This design comes from an exercise in tuning for small area, a short achievable clock period and few clock cycles per item on the open sky130 flow, not from production work. Where RTL was checked, it was by simulation tests only, not by an equivalence proof against the original. Power is estimated from default activity; no workload was simulated.

==> inputs of job 4930 <==
==> flow/design.v (excerpt) <==
module bb_sync (
    input  wire        clk,
    input  wire        rst,           
    input  wire        cmd_valid,
    output wire        cmd_ready,
    input  wire [31:0] cmd_data,
    output wire        kbc_rd,
    output wire        kbc_port,      
    input  wire        kbc_ack,
    input  wire [7:0]  kbc_rdata,
    output wire        rec_valid,
    input  wire        rec_ready,
    output wire [31:0] rec_data
);
clock: 4.5 ns
lec_check: 0
abc_area: 1
cap_margin: 20
core_margin: 2
core_utilization: 40
setup_slack_margin: 1.0
slew_margin: 20
run.sh (not shown) runs the stock make flow with config.mk's settings and CLKGATE_MAP_FILE= SYNTH_SCRIPT=/design/flow/synth_recipe.tcl, a recipe that flattens the netlist after the stock synthesis.
==> inputs of job 4363, as changes to job 4930 <==
--- a/flow/design.v
+++ b/flow/design.v
@@ -17,32 +17,34 @@
     reg  [1:0]  mouse_slot;
     reg  [7:0]  mouse_b0, mouse_b1;
     reg         gs1, gap, gs2, gco;    
     reg  [14:0] x_sum;                 
     reg  [15:0] y_sum;
     reg  [7:0]  gest_xlen, gest_tol;
     reg         g2;                    
-    reg         g2_cx, g2_sx;          
-    reg         g2_cy, g2_sy;
+    reg         gq;                    
+    reg         g2_xup, g2_xdn;        
+    reg         g2_yup, g2_ydn;
+    reg         g2_xk, g2_yk;          
     reg         cb_v;
+    reg         cb_rdy;        
     reg  [1:0]  cb_grp;
     reg  [1:0]  cb_mem;
     reg  [23:0] cb_arg;
     reg         e_rd;          
     reg         e_port;        
     reg         e_wt;          
     reg         e_ch;          
     reg         e_mq;          
     reg  [3:0]  e_cnt;         
     reg  [2:0]  e_code;        
     reg         b_v;
     reg         b_ch;
     reg  [2:0]  b_code;
     reg  [7:0]  b_byte;
-    reg         b_gsel;        
     reg         o_v;
     reg         o_pkt;         
     reg         o_k1;          
     reg         o_k2;          
     reg         o_dis;         
     reg         o_gd;          
     reg  [7:0]  o_byte;
@@ -92,25 +94,43 @@
     wire bfree  = !b_v || r_ok;              
     wire e_idle = !e_rd && !e_wt && !e_mq;
     wire cb_simple = (cb_grp == 2'd0);
     wire cb_drain  = (cb_grp == 2'd1);
     wire cb_bop    = (cb_grp == 2'd2);
     wire cb_gop    = (cb_grp == 2'd3);
     wire bop_go = cb_v && cb_bop && e_idle && bfree;
-    wire g_op   = cb_v && cb_gop && e_idle && !b_v && r_ok;
-    wire cons_reg = cb_v && (cb_simple || (cb_drain && e_idle)) || bop_go || g_op;
-    assign cmd_ready = !cb_v || cons_reg;
+    wire g_free = cb_v && cb_gop && e_idle && !b_v && r_ok;
+    wire g_op   = g_free && (cb_mem != 2'd0);          
+    wire g_prep = g_free && (cb_mem == 2'd0) && !gq;   
+    wire cons_reg = cb_v && (cb_simple || (cb_drain && e_idle)) || bop_go || g_op || gq;
+    assign cmd_ready = cb_rdy;
     wire rd_now    = e_rd && kbc_ack;
     wire st_obf    = kbc_rdata[0];
     wire last_poll = (e_cnt == 4'd9);
     wire fin_now   = rd_now && (e_port || (!st_obf && last_poll));
     wire dk = cb_mem[0] || (!cb_mem[1] && !cb_mem[0] && cb_arg[0] && sub_r[0]);
     wire dm = cb_mem[1] || (!cb_mem[1] && !cb_mem[0] && cb_arg[1] && sub_r[1]);
     wire take_drain = cb_v && cb_drain && (e_idle || (fin_now && !e_mq));
     wire cons       = cons_reg || take_drain;
+    wire e_free_n = !take_drain && (e_idle || (fin_now && !e_mq));
+    wire b_v_n    = (b_v && !r_b) || fin_now || bop_go;
+    wire r_ok_n   = !gd_p && (!o_v || rec_ready) && !r_b && !g_go;
+    wire       ld_n  = cmd_valid && cmd_ready;
+    wire       cbv_n = ld_n || (cb_v && !cons);
+    wire [1:0] grp_n = ld_n ? d_kind[3:2] : cb_grp;
+    wire [1:0] mem_n = ld_n ? d_kind[1:0] : cb_mem;
+    reg        cons_n;
+    always @(*) begin
+        case (grp_n)
+            2'd0:    cons_n = 1'b1;
+            2'd1:    cons_n = e_free_n;
+            2'd2:    cons_n = e_free_n && !b_v_n;
+            default: cons_n = (mem_n == 2'd0) ? (!ld_n && g_prep) : (e_free_n && !b_v_n && r_ok_n);
+        endcase
+    end
     function gt8(input [7:0] a, input [7:0] b, input eq);
         integer i;
         reg r;
         begin
             r = eq;
             for (i = 0; i < 8; i = i + 1)
                 r = (a[i] & ~b[i]) | ((a[i] | ~b[i]) & r);
@@ -124,18 +144,18 @@
             r = eq;
             for (i = 0; i < 15; i = i + 1)
                 r = (a[i] & ~b[i]) | ((a[i] | ~b[i]) & r);
             gt15 = r;
         end
     endfunction
     wire r_pkt = r_b && b_ch && (b_code == 3'd0) && (mouse_slot == 2'd2);
-    wire g_go  = r_pkt || (g_op && cb_mem == 2'd0);
-    wire [2:0] g_btn = b_gsel ? mouse_b0[2:0]          : cb_arg[2:0];
-    wire [8:0] g_dx  = b_gsel ? {mouse_b0[4], mouse_b1} : cb_arg[14:6];
-    wire [8:0] g_dy  = b_gsel ? {mouse_b0[5], b_byte}   : cb_arg[23:15];
+    wire g_go  = r_pkt || gq;
+    wire [2:0] g_btn = mouse_b0[2:0];
+    wire [8:0] g_dx  = {mouse_b0[4], mouse_b1};
+    wire [8:0] g_dy  = {mouse_b0[5], b_byte};
     wire        g_lb = g_btn[0];
     wire        g_rb = g_btn[1];
     wire        g_mb = g_btn[2];
     wire        left_only  =  g_lb && !g_rb && !g_mb;
     wire        right_only = !g_lb &&  g_rb && !g_mb;
     wire        released   = !g_lb && !g_rb && !g_mb;
     wire        sx = g_dx[8];
@@ -157,18 +177,33 @@
     wire        gidle  = !gs1 && !gap && !gs2 && !gco;
     wire        ap_ok  = !(g_lb || g_mb || ax || ay);
     wire        n_s1   = (gidle && left_only) || acc1;
     wire        n_ap   = (gs1 && released && x_long && steep) || (gap && ap_ok && !g_rb);
     wire        n_s2   = (gap && ap_ok && g_rb) || acc2;
     wire        g_done = gs2 && released && x_long && steep;
     wire        n_co   = gco || g_done;
-    wire [7:0]  x_hi  = {1'b0, x_sum[14:8]} + {{7{g2_sx & !g2_cx}}, g2_sx ^ g2_cx};
-    wire [7:0]  y_hi  = y_sum[15:8] + {{7{g2_sy & !g2_cy}}, g2_sy ^ g2_cy};
-    wire        x_keep = !x_hi[7];                
-    wire        y_keep = (y_hi[7] == gs2);        
+    function [7:0] incdec(input [7:0] x, input up, input dn);
+        integer i;
+        reg [7:0] r, m;
+        begin
+            for (i = 0; i < 8; i = i + 1) begin
+                m = (8'd1 << i) - 8'd1;
+                r[i] = x[i] ^ ((up & ((x & m) == m)) | (dn & ((x & m) == 8'd0)));
+            end
+            incdec = r;
+        end
+    endfunction
+    wire [7:0]  x_hi  = incdec({1'b0, x_sum[14:8]}, g2_xup, g2_xdn);
+    wire [7:0]  y_hi  = incdec(y_sum[15:8],         g2_yup, g2_ydn);
+    wire        x_up = x_lo[8] & !sx;
+    wire        x_dn = sx & !x_lo[8];
+    wire        y_up = y_lo[8] & !sy;
+    wire        y_dn = sy & !y_lo[8];
+    wire        x_neg = (x_up && (x_sum[14:8] == 7'h7F)) || (x_dn && (x_sum[14:8] == 7'h00));
+    wire        y_neg = y_sum[15] ^ ((y_up && (y_sum[14:8] == 7'h7F)) || (y_dn && (y_sum[14:8] == 7'h00)));
     reg [2:0] v_code;
     always @(*) begin
         if (kbc_rdata[7])                 v_code = 3'd2;    
         else if (kbc_rdata[6])            v_code = 3'd3;    
         else if (kbc_rdata[5] != e_ch)    v_code = 3'd4;    
         else                              v_code = 3'd0;
     end
@@ -183,44 +218,37 @@
             gco         <= 1'b0;
             x_sum       <= 15'd0;
             y_sum       <= 16'd0;
             gest_xlen   <= 8'h00;
             gest_tol    <= 8'h00;
             g2          <= 1'b0;
             cb_v        <= 1'b0;
+            cb_rdy      <= 1'b1;
             e_rd        <= 1'b0;
             e_wt        <= 1'b0;
             e_mq        <= 1'b0;
             b_v         <= 1'b0;
-            b_gsel      <= 1'b0;
+            gq          <= 1'b0;
             o_v         <= 1'b0;
             gd_p        <= 1'b0;
         end else begin
             if (cmd_valid && cmd_ready) cb_v <= 1'b1;
             else if (cons)              cb_v <= 1'b0;
+            cb_rdy <= !cbv_n || cons_n;
             if (cb_v && cb_simple && cb_mem != 2'd0) begin
                 if (cb_arg[0]) sub_r[1] <= cb_mem[0];
                 else           sub_r[0] <= cb_mem[0];
             end
             if (o_v && rec_ready) begin
                 o_v  <= gd_p;
                 gd_p <= 1'b0;
             end
-            if (r_b) begin
-                b_v    <= 1'b0;
-                b_gsel <= 1'b0;
-            end
-            if (fin_now) begin
-                b_v    <= 1'b1;
-                b_gsel <= e_ch;
-            end
-            if (bop_go) begin
-                b_v    <= 1'b1;
-                b_gsel <= cb_mem[0];
-            end
+            if (r_b)     b_v <= 1'b0;
+            if (fin_now) b_v <= 1'b1;
+            if (bop_go)  b_v <= 1'b1;
             if (rd_now) begin
                 if (!e_port) begin
                     if (st_obf) begin
                         if (!bfree) begin e_rd <= 1'b0; e_wt <= 1'b1; end
                     end else if (e_cnt == 4'd8 && !bfree) begin
                         e_rd <= 1'b0; e_wt <= 1'b1;
                     end
@@ -249,14 +277,15 @@
                 end
             end
             if (r_b) begin
                 if (b_code != 3'd0) o_v <= 1'b1;
                 else if (!b_ch)     o_v <= (b_byte != 8'hE0);
                 else                o_v <= (mouse_slot == 2'd0) ? !b_byte[3] : (mouse_slot == 2'd2);
             end
+            gq <= g_prep;
             if (g_go) begin
                 gs1 <= n_s1;
                 gap <= n_ap;
                 gs2 <= n_s2;
                 gco <= n_co;
                 g2  <= acc;
                 x_sum[7:0] <= acc ? x_lo[7:0] : 8'd0;
@@ -266,18 +295,18 @@
                     y_sum[15:8] <= 8'd0;
                 end
                 if (r_pkt) gd_p <= g_done;
                 else       o_v  <= g_done;
             end
             if (g2) begin
                 g2 <= 1'b0;
-                if (x_keep) x_sum[14:8] <= x_hi[6:0];
-                else        x_sum       <= 15'd0;
-                if (y_keep) y_sum[15:8] <= y_hi;
-                else        y_sum       <= 16'd0;
+                if (g2_xk) x_sum[14:8] <= x_hi[6:0];
+                else       x_sum       <= 15'd0;
+                if (g2_yk) y_sum[15:8] <= y_hi;
+                else       y_sum       <= 16'd0;
             end
             if (g_op && cb_mem[0]) begin
                 gs1   <= 1'b0;
                 gap   <= 1'b0;
                 gs2   <= 1'b0;
                 gco   <= 1'b0;
                 x_sum <= 15'd0;
@@ -347,26 +376,38 @@
                 o_dis  <= 1'b1;
                 o_byte <= {3'd0, 3'd5, 2'd1};
             end else begin
                 o_pkt  <= 1'b1;
                 o_byte <= b_byte;
             end
         end
-        if (g_op) begin
+        if (gq) begin
             o_pkt <= 1'b0;
             o_k1  <= 1'b0;
             o_k2  <= 1'b0;
             o_dis <= 1'b0;
             o_gd  <= 1'b1;
         end
         if (b_ch && b_code == 3'd0 && r_b) begin
             if (mouse_slot == 2'd0) mouse_b0 <= b_byte;
             if (mouse_slot == 2'd1) mouse_b1 <= b_byte;
         end
+        if (g_prep) begin
+            mouse_b0     <= {mouse_b0[7:6], cb_arg[23], cb_arg[14], mouse_b0[3], cb_arg[2:0]};
+            mouse_b1     <= cb_arg[13:6];
+            b_byte       <= cb_arg[22:15];
+            cb_arg[15:0] <= {mouse_b1, mouse_b0};
+        end
+        if (gq) begin
+            mouse_b0 <= cb_arg[7:0];
+            mouse_b1 <= cb_arg[15:8];
+        end
         if (g_go) begin
-            g2_cx <= x_lo[8];
-            g2_sx <= sx;
-            g2_cy <= y_lo[8];
-            g2_sy <= sy;
+            g2_xup <= x_up;
+            g2_xdn <= x_dn;
+            g2_yup <= y_up;
+            g2_ydn <= y_dn;
+            g2_xk  <= !x_neg;                 
+            g2_yk  <= (y_neg == gs2);         
         end
     end
 endmodule
==> flow/flow/run.sh (new file) <==
#!/bin/bash
# Standard layout, except that the port buffers are buf_2 cells instead of
# the delay cells buffer_ports picks by default. Every port is still buffered.
set -euo pipefail
export BUFFER_PORTS_ARGS="-buffer_cell sky130_fd_sc_hd__buf_2"
bash standard.sh > standard.log 2>&1
==> flow/standard.sh (new file) <==
#!/bin/bash
# synth_recipe.tcl (not shown) runs the flow's synth.tcl, then flattens the netlist and writes it again
# the make line also repeats each setting of config.mk as NAME=value (left out here)
make -C /OpenROAD-flow-scripts/flow DESIGN_CONFIG=/design/flow/config.mk WORK_HOME=/design/flow/orfs CLKGATE_MAP_FILE= SYNTH_SCRIPT=/design/flow/synth_recipe.tcl "${@:-finish}"
CORE_UTILIZATION = 55   (was 40)
CTS_BUF_LIST = sky130_fd_sc_hd__clkbuf_8   (was unset)
removed: flow/run.sh
==> inputs of job 5869, as changes to job 4930 <==
--- a/flow/design.v
+++ b/flow/design.v
@@ -20,14 +20,15 @@
     reg  [14:0] x_sum;                 
     reg  [15:0] y_sum;
     reg  [7:0]  gest_xlen, gest_tol;
     reg         g2;                    
     reg         g2_cx, g2_sx;          
     reg         g2_cy, g2_sy;
     reg         cb_v;
+    reg         cb_rdy;        
     reg  [1:0]  cb_grp;
     reg  [1:0]  cb_mem;
     reg  [23:0] cb_arg;
     reg         e_rd;          
     reg         e_port;        
     reg         e_wt;          
     reg         e_ch;          
@@ -94,23 +95,38 @@
     wire cb_simple = (cb_grp == 2'd0);
     wire cb_drain  = (cb_grp == 2'd1);
     wire cb_bop    = (cb_grp == 2'd2);
     wire cb_gop    = (cb_grp == 2'd3);
     wire bop_go = cb_v && cb_bop && e_idle && bfree;
     wire g_op   = cb_v && cb_gop && e_idle && !b_v && r_ok;
     wire cons_reg = cb_v && (cb_simple || (cb_drain && e_idle)) || bop_go || g_op;
-    assign cmd_ready = !cb_v || cons_reg;
+    assign cmd_ready = cb_rdy;
     wire rd_now    = e_rd && kbc_ack;
     wire st_obf    = kbc_rdata[0];
     wire last_poll = (e_cnt == 4'd9);
     wire fin_now   = rd_now && (e_port || (!st_obf && last_poll));
     wire dk = cb_mem[0] || (!cb_mem[1] && !cb_mem[0] && cb_arg[0] && sub_r[0]);
     wire dm = cb_mem[1] || (!cb_mem[1] && !cb_mem[0] && cb_arg[1] && sub_r[1]);
     wire take_drain = cb_v && cb_drain && (e_idle || (fin_now && !e_mq));
     wire cons       = cons_reg || take_drain;
+    wire e_free_n = !take_drain && (e_idle || (fin_now && !e_mq));
+    wire b_v_n    = (b_v && !r_b) || fin_now || bop_go;
+    wire r_ok_n   = !gd_p && (!o_v || rec_ready) && !r_b && !g_go;
+    wire       ld_n  = cmd_valid && cmd_ready;
+    wire       cbv_n = ld_n || (cb_v && !cons);
+    wire [1:0] grp_n = ld_n ? d_kind[3:2] : cb_grp;
+    reg        cons_n;
+    always @(*) begin
+        case (grp_n)
+            2'd0:    cons_n = 1'b1;
+            2'd1:    cons_n = e_free_n;
+            2'd2:    cons_n = e_free_n && !b_v_n;
+            default: cons_n = e_free_n && !b_v_n && r_ok_n;
+        endcase
+    end
     function gt8(input [7:0] a, input [7:0] b, input eq);
         integer i;
         reg r;
         begin
             r = eq;
             for (i = 0; i < 8; i = i + 1)
                 r = (a[i] & ~b[i]) | ((a[i] | ~b[i]) & r);
@@ -157,16 +173,33 @@
     wire        gidle  = !gs1 && !gap && !gs2 && !gco;
     wire        ap_ok  = !(g_lb || g_mb || ax || ay);
     wire        n_s1   = (gidle && left_only) || acc1;
     wire        n_ap   = (gs1 && released && x_long && steep) || (gap && ap_ok && !g_rb);
     wire        n_s2   = (gap && ap_ok && g_rb) || acc2;
     wire        g_done = gs2 && released && x_long && steep;
     wire        n_co   = gco || g_done;
-    wire [7:0]  x_hi  = {1'b0, x_sum[14:8]} + {{7{g2_sx & !g2_cx}}, g2_sx ^ g2_cx};
-    wire [7:0]  y_hi  = y_sum[15:8] + {{7{g2_sy & !g2_cy}}, g2_sy ^ g2_cy};
+    function [7:0] incdec(input [7:0] x, input up, input dn);
+        integer i, k;
+        reg [7:0] r;
+        reg pu, pd;
+        begin
+            for (i = 0; i < 8; i = i + 1) begin
+                pu = up;
+                pd = dn;
+                for (k = 0; k < i; k = k + 1) begin
+                    pu = pu & x[k];
+                    pd = pd & ~x[k];
+                end
+                r[i] = x[i] ^ (pu | pd);
+            end
+            incdec = r;
+        end
+    endfunction
+    wire [7:0]  x_hi  = incdec({1'b0, x_sum[14:8]}, g2_cx & !g2_sx, g2_sx & !g2_cx);
+    wire [7:0]  y_hi  = incdec(y_sum[15:8],         g2_cy & !g2_sy, g2_sy & !g2_cy);
     wire        x_keep = !x_hi[7];                
     wire        y_keep = (y_hi[7] == gs2);        
     reg [2:0] v_code;
     always @(*) begin
         if (kbc_rdata[7])                 v_code = 3'd2;    
         else if (kbc_rdata[6])            v_code = 3'd3;    
         else if (kbc_rdata[5] != e_ch)    v_code = 3'd4;    
@@ -183,24 +216,26 @@
             gco         <= 1'b0;
             x_sum       <= 15'd0;
             y_sum       <= 16'd0;
             gest_xlen   <= 8'h00;
             gest_tol    <= 8'h00;
             g2          <= 1'b0;
             cb_v        <= 1'b0;
+            cb_rdy      <= 1'b1;
             e_rd        <= 1'b0;
             e_wt        <= 1'b0;
             e_mq        <= 1'b0;
             b_v         <= 1'b0;
             b_gsel      <= 1'b0;
             o_v         <= 1'b0;
             gd_p        <= 1'b0;
         end else begin
             if (cmd_valid && cmd_ready) cb_v <= 1'b1;
             else if (cons)              cb_v <= 1'b0;
+            cb_rdy <= !cbv_n || cons_n;
             if (cb_v && cb_simple && cb_mem != 2'd0) begin
                 if (cb_arg[0]) sub_r[1] <= cb_mem[0];
                 else           sub_r[0] <= cb_mem[0];
             end
             if (o_v && rec_ready) begin
                 o_v  <= gd_p;
                 gd_p <= 1'b0;
==> flow/flow/run.sh (new file) <==
#!/bin/bash
# Standard layout, except that the port buffers are buf_2 cells instead of
# the delay cells buffer_ports picks by default. Every port is still buffered.
set -euo pipefail
export BUFFER_PORTS_ARGS="-buffer_cell sky130_fd_sc_hd__buf_2"
bash standard.sh > standard.log 2>&1
==> flow/standard.sh (new file) <==
#!/bin/bash
# synth_recipe.tcl (not shown) runs the flow's synth.tcl, then flattens the netlist and writes it again
# the make line also repeats each setting of config.mk as NAME=value (left out here)
make -C /OpenROAD-flow-scripts/flow DESIGN_CONFIG=/design/flow/config.mk WORK_HOME=/design/flow/orfs CLKGATE_MAP_FILE= SYNTH_SCRIPT=/design/flow/synth_recipe.tcl "${@:-finish}"
removed: flow/run.sh
==> inputs of job 9801, as changes to job 4930 <==
--- a/flow/design.v
+++ b/flow/design.v
@@ -20,14 +20,15 @@
     reg  [14:0] x_sum;                 
     reg  [15:0] y_sum;
     reg  [7:0]  gest_xlen, gest_tol;
     reg         g2;                    
     reg         g2_cx, g2_sx;          
     reg         g2_cy, g2_sy;
     reg         cb_v;
+    reg         cb_rdy;        
     reg  [1:0]  cb_grp;
     reg  [1:0]  cb_mem;
     reg  [23:0] cb_arg;
     reg         e_rd;          
     reg         e_port;        
     reg         e_wt;          
     reg         e_ch;          
@@ -94,23 +95,38 @@
     wire cb_simple = (cb_grp == 2'd0);
     wire cb_drain  = (cb_grp == 2'd1);
     wire cb_bop    = (cb_grp == 2'd2);
     wire cb_gop    = (cb_grp == 2'd3);
     wire bop_go = cb_v && cb_bop && e_idle && bfree;
     wire g_op   = cb_v && cb_gop && e_idle && !b_v && r_ok;
     wire cons_reg = cb_v && (cb_simple || (cb_drain && e_idle)) || bop_go || g_op;
-    assign cmd_ready = !cb_v || cons_reg;
+    assign cmd_ready = cb_rdy;
     wire rd_now    = e_rd && kbc_ack;
     wire st_obf    = kbc_rdata[0];
     wire last_poll = (e_cnt == 4'd9);
     wire fin_now   = rd_now && (e_port || (!st_obf && last_poll));
     wire dk = cb_mem[0] || (!cb_mem[1] && !cb_mem[0] && cb_arg[0] && sub_r[0]);
     wire dm = cb_mem[1] || (!cb_mem[1] && !cb_mem[0] && cb_arg[1] && sub_r[1]);
     wire take_drain = cb_v && cb_drain && (e_idle || (fin_now && !e_mq));
     wire cons       = cons_reg || take_drain;
+    wire e_free_n = !take_drain && (e_idle || (fin_now && !e_mq));
+    wire b_v_n    = (b_v && !r_b) || fin_now || bop_go;
+    wire r_ok_n   = !gd_p && (!o_v || rec_ready) && !r_b && !g_go;
+    wire       ld_n  = cmd_valid && cmd_ready;
+    wire       cbv_n = ld_n || (cb_v && !cons);
+    wire [1:0] grp_n = ld_n ? d_kind[3:2] : cb_grp;
+    reg        cons_n;
+    always @(*) begin
+        case (grp_n)
+            2'd0:    cons_n = 1'b1;
+            2'd1:    cons_n = e_free_n;
+            2'd2:    cons_n = e_free_n && !b_v_n;
+            default: cons_n = e_free_n && !b_v_n && r_ok_n;
+        endcase
+    end
     function gt8(input [7:0] a, input [7:0] b, input eq);
         integer i;
         reg r;
         begin
             r = eq;
             for (i = 0; i < 8; i = i + 1)
                 r = (a[i] & ~b[i]) | ((a[i] | ~b[i]) & r);
@@ -157,16 +173,33 @@
     wire        gidle  = !gs1 && !gap && !gs2 && !gco;
     wire        ap_ok  = !(g_lb || g_mb || ax || ay);
     wire        n_s1   = (gidle && left_only) || acc1;
     wire        n_ap   = (gs1 && released && x_long && steep) || (gap && ap_ok && !g_rb);
     wire        n_s2   = (gap && ap_ok && g_rb) || acc2;
     wire        g_done = gs2 && released && x_long && steep;
     wire        n_co   = gco || g_done;
-    wire [7:0]  x_hi  = {1'b0, x_sum[14:8]} + {{7{g2_sx & !g2_cx}}, g2_sx ^ g2_cx};
-    wire [7:0]  y_hi  = y_sum[15:8] + {{7{g2_sy & !g2_cy}}, g2_sy ^ g2_cy};
+    function [7:0] incdec(input [7:0] x, input up, input dn);
+        integer i, k;
+        reg [7:0] r;
+        reg pu, pd;
+        begin
+            for (i = 0; i < 8; i = i + 1) begin
+                pu = up;
+                pd = dn;
+                for (k = 0; k < i; k = k + 1) begin
+                    pu = pu & x[k];
+                    pd = pd & ~x[k];
+                end
+                r[i] = x[i] ^ (pu | pd);
+            end
+            incdec = r;
+        end
+    endfunction
+    wire [7:0]  x_hi  = incdec({1'b0, x_sum[14:8]}, g2_cx & !g2_sx, g2_sx & !g2_cx);
+    wire [7:0]  y_hi  = incdec(y_sum[15:8],         g2_cy & !g2_sy, g2_sy & !g2_cy);
     wire        x_keep = !x_hi[7];                
     wire        y_keep = (y_hi[7] == gs2);        
     reg [2:0] v_code;
     always @(*) begin
         if (kbc_rdata[7])                 v_code = 3'd2;    
         else if (kbc_rdata[6])            v_code = 3'd3;    
         else if (kbc_rdata[5] != e_ch)    v_code = 3'd4;    
@@ -183,24 +216,26 @@
             gco         <= 1'b0;
             x_sum       <= 15'd0;
             y_sum       <= 16'd0;
             gest_xlen   <= 8'h00;
             gest_tol    <= 8'h00;
             g2          <= 1'b0;
             cb_v        <= 1'b0;
+            cb_rdy      <= 1'b1;
             e_rd        <= 1'b0;
             e_wt        <= 1'b0;
             e_mq        <= 1'b0;
             b_v         <= 1'b0;
             b_gsel      <= 1'b0;
             o_v         <= 1'b0;
             gd_p        <= 1'b0;
         end else begin
             if (cmd_valid && cmd_ready) cb_v <= 1'b1;
             else if (cons)              cb_v <= 1'b0;
+            cb_rdy <= !cbv_n || cons_n;
             if (cb_v && cb_simple && cb_mem != 2'd0) begin
                 if (cb_arg[0]) sub_r[1] <= cb_mem[0];
                 else           sub_r[0] <= cb_mem[0];
             end
             if (o_v && rec_ready) begin
                 o_v  <= gd_p;
                 gd_p <= 1'b0;
==> results.txt <==
- Status: no timing/DRC/antenna violations
- GRT Total Usage: 0.273
- Crit-path cells: inv_1 -> o21ai_0 -> buf_2
- Chip Height: 132 µm
- Worst path max stage delay: 0.87 ns
- M1 GR Usage: 0.364
- Num rows: 46
- Cells after synthesis: approximately 1200
- First-pass GRT wire length: 37500 µm
- HP Start: kbd_pending
- GPL Wtd Cong: between 0.9 and 1
- Worst Setup SP: o_pkt
- Unrepaired setup endpoints after global routing: false
- Power of the combinational group: 0.550 mW
- CP bufs+invs: 2
- Fraction of area in multi-input gates: 0.448
- CP delay by family, top: flip-flops
The numbers above come from job 4363.

==> results.txt <==
- GRT Total Usage: 0.203
- Power of the combinational group: between 0.6 and 0.7 mW
- Crit-path cells: inv_1 -> o21ai_0 -> clkdlybuf4s50_1
- Chip Height: ~150 µm
- CP delay by family, top: buffers and inverters
- GPL Wtd Cong: 0.880
- M1 GR Usage: 0.261
- CP bufs+invs: 2
- Unrepaired setup endpoints after global routing: true
- Status: no timing/DRC/antenna violations
- Worst Setup SP: o_pkt
- Fraction of area in multi-input gates: 0.411
- Worst path max stage delay: 0.62 ns
The numbers above come from job 4930.

==> results.txt <==
- Status: no timing/DRC/antenna violations
- Num rows: 53
- Worst Setup SP: o_pkt
- M1 GR Usage: 0.272
- IO Pins: 81
- Worst path max stage delay: 0.74 ns
- M3 GR Usage: 0.0377
- Cells after synthesis: 1147
- Unrepaired setup endpoints after global routing: false
- CP bufs+invs: 2
- CP delay by family, top: buffers and inverters
- HP Start: gest_xlen[0]
- CTS Buffer Depth: 2
- Register Area: 3680 µm²
- GRT Total Usage: 0.207
- Fraction of area in multi-input gates: 0.407
- P_int: 2.41 mW
- Chip Height: ~150 µm
- LEAKAGE: about 4.2 nW
The numbers above come from job 9801.

==> results.txt <==
- Num rows: 53
- Hold Path End: gco
- First-pass GRT wire length: around 37000 µm
- Chip Height: ~150 µm
- Cells after synthesis: 1147
- Crit-path cells: nor3_2 -> inv_1 -> nor2_4 -> inv_2 -> nor2_1 -> inv_1 -> nor2_2 -> inv_1 -> nor3_2 -> inv_1 -> nand2_1 -> buf_4 -> nand3_2 -> nand3_1 -> a21oi_1
- GRT Total Usage: 0.211
- Power of the combinational group: 0.332 mW
- CP delay by family, top: simple AND/OR/NAND/NOR gates
- HP Start: gco
- CP bufs+invs: 6
- Status: no timing/DRC/antenna violations
- Post-synthesis xor/xnor area fraction: 0.0383
- Unrepaired setup endpoints after global routing: false
- Worst path max stage delay: 0.47 ns
- Worst Setup SP: g2
The numbers above come from job 5869.

Testbench counts of job 5869, summed over its fixed seeds: cycles 26,047, ops 5,600.
Testbench counts of job 9801, summed over its fixed seeds: cycles 26,047, ops 5,600.
Function not checked in job 4930 and job 4363: the RTL went through the layout flow alone.

[static timing again, ports no longer ideal]
The results above use ideal ports. As a check the final layouts listed here were re-extracted and re-timed, cells and wires unchanged. Step 1, drivers: a clkbuf_16 drives clk and a buf_2 each remaining input, both assumed. Step 2 also shifts input and output timing later by t, the mid clock arrival at the registers, as if the neighbouring blocks saw the same clock. a / b / c = ideal ports / drivers / drivers and shift; a / b = the first two.
run | t (ns) | setup WS [ns] | latest minus earliest clock arrival (ns) | worst slew at a driven data input, ns
job 4930 | 0.466 | 1.176 / 1.130 / 1.210 | 0.013 / 0.013 | 0.04
job 4363 | 0.495 | 1.389 / 1.346 / 1.506 | 0.018 / 0.019 | 0.04
job 5869 | 0.474 | 1.309 / 1.309 / 1.309 | 0.010 / 0.010 | 0.03
job 9801 | 0.469 | 1.297 / 1.252 / 1.117 | 0.019 / 0.018 | 0.04
After both steps every run listed still meets setup and hold. The setup slack of job 9801, which loses most, moves by -0.045 ns with the drivers and by -0.180 ns with both steps.
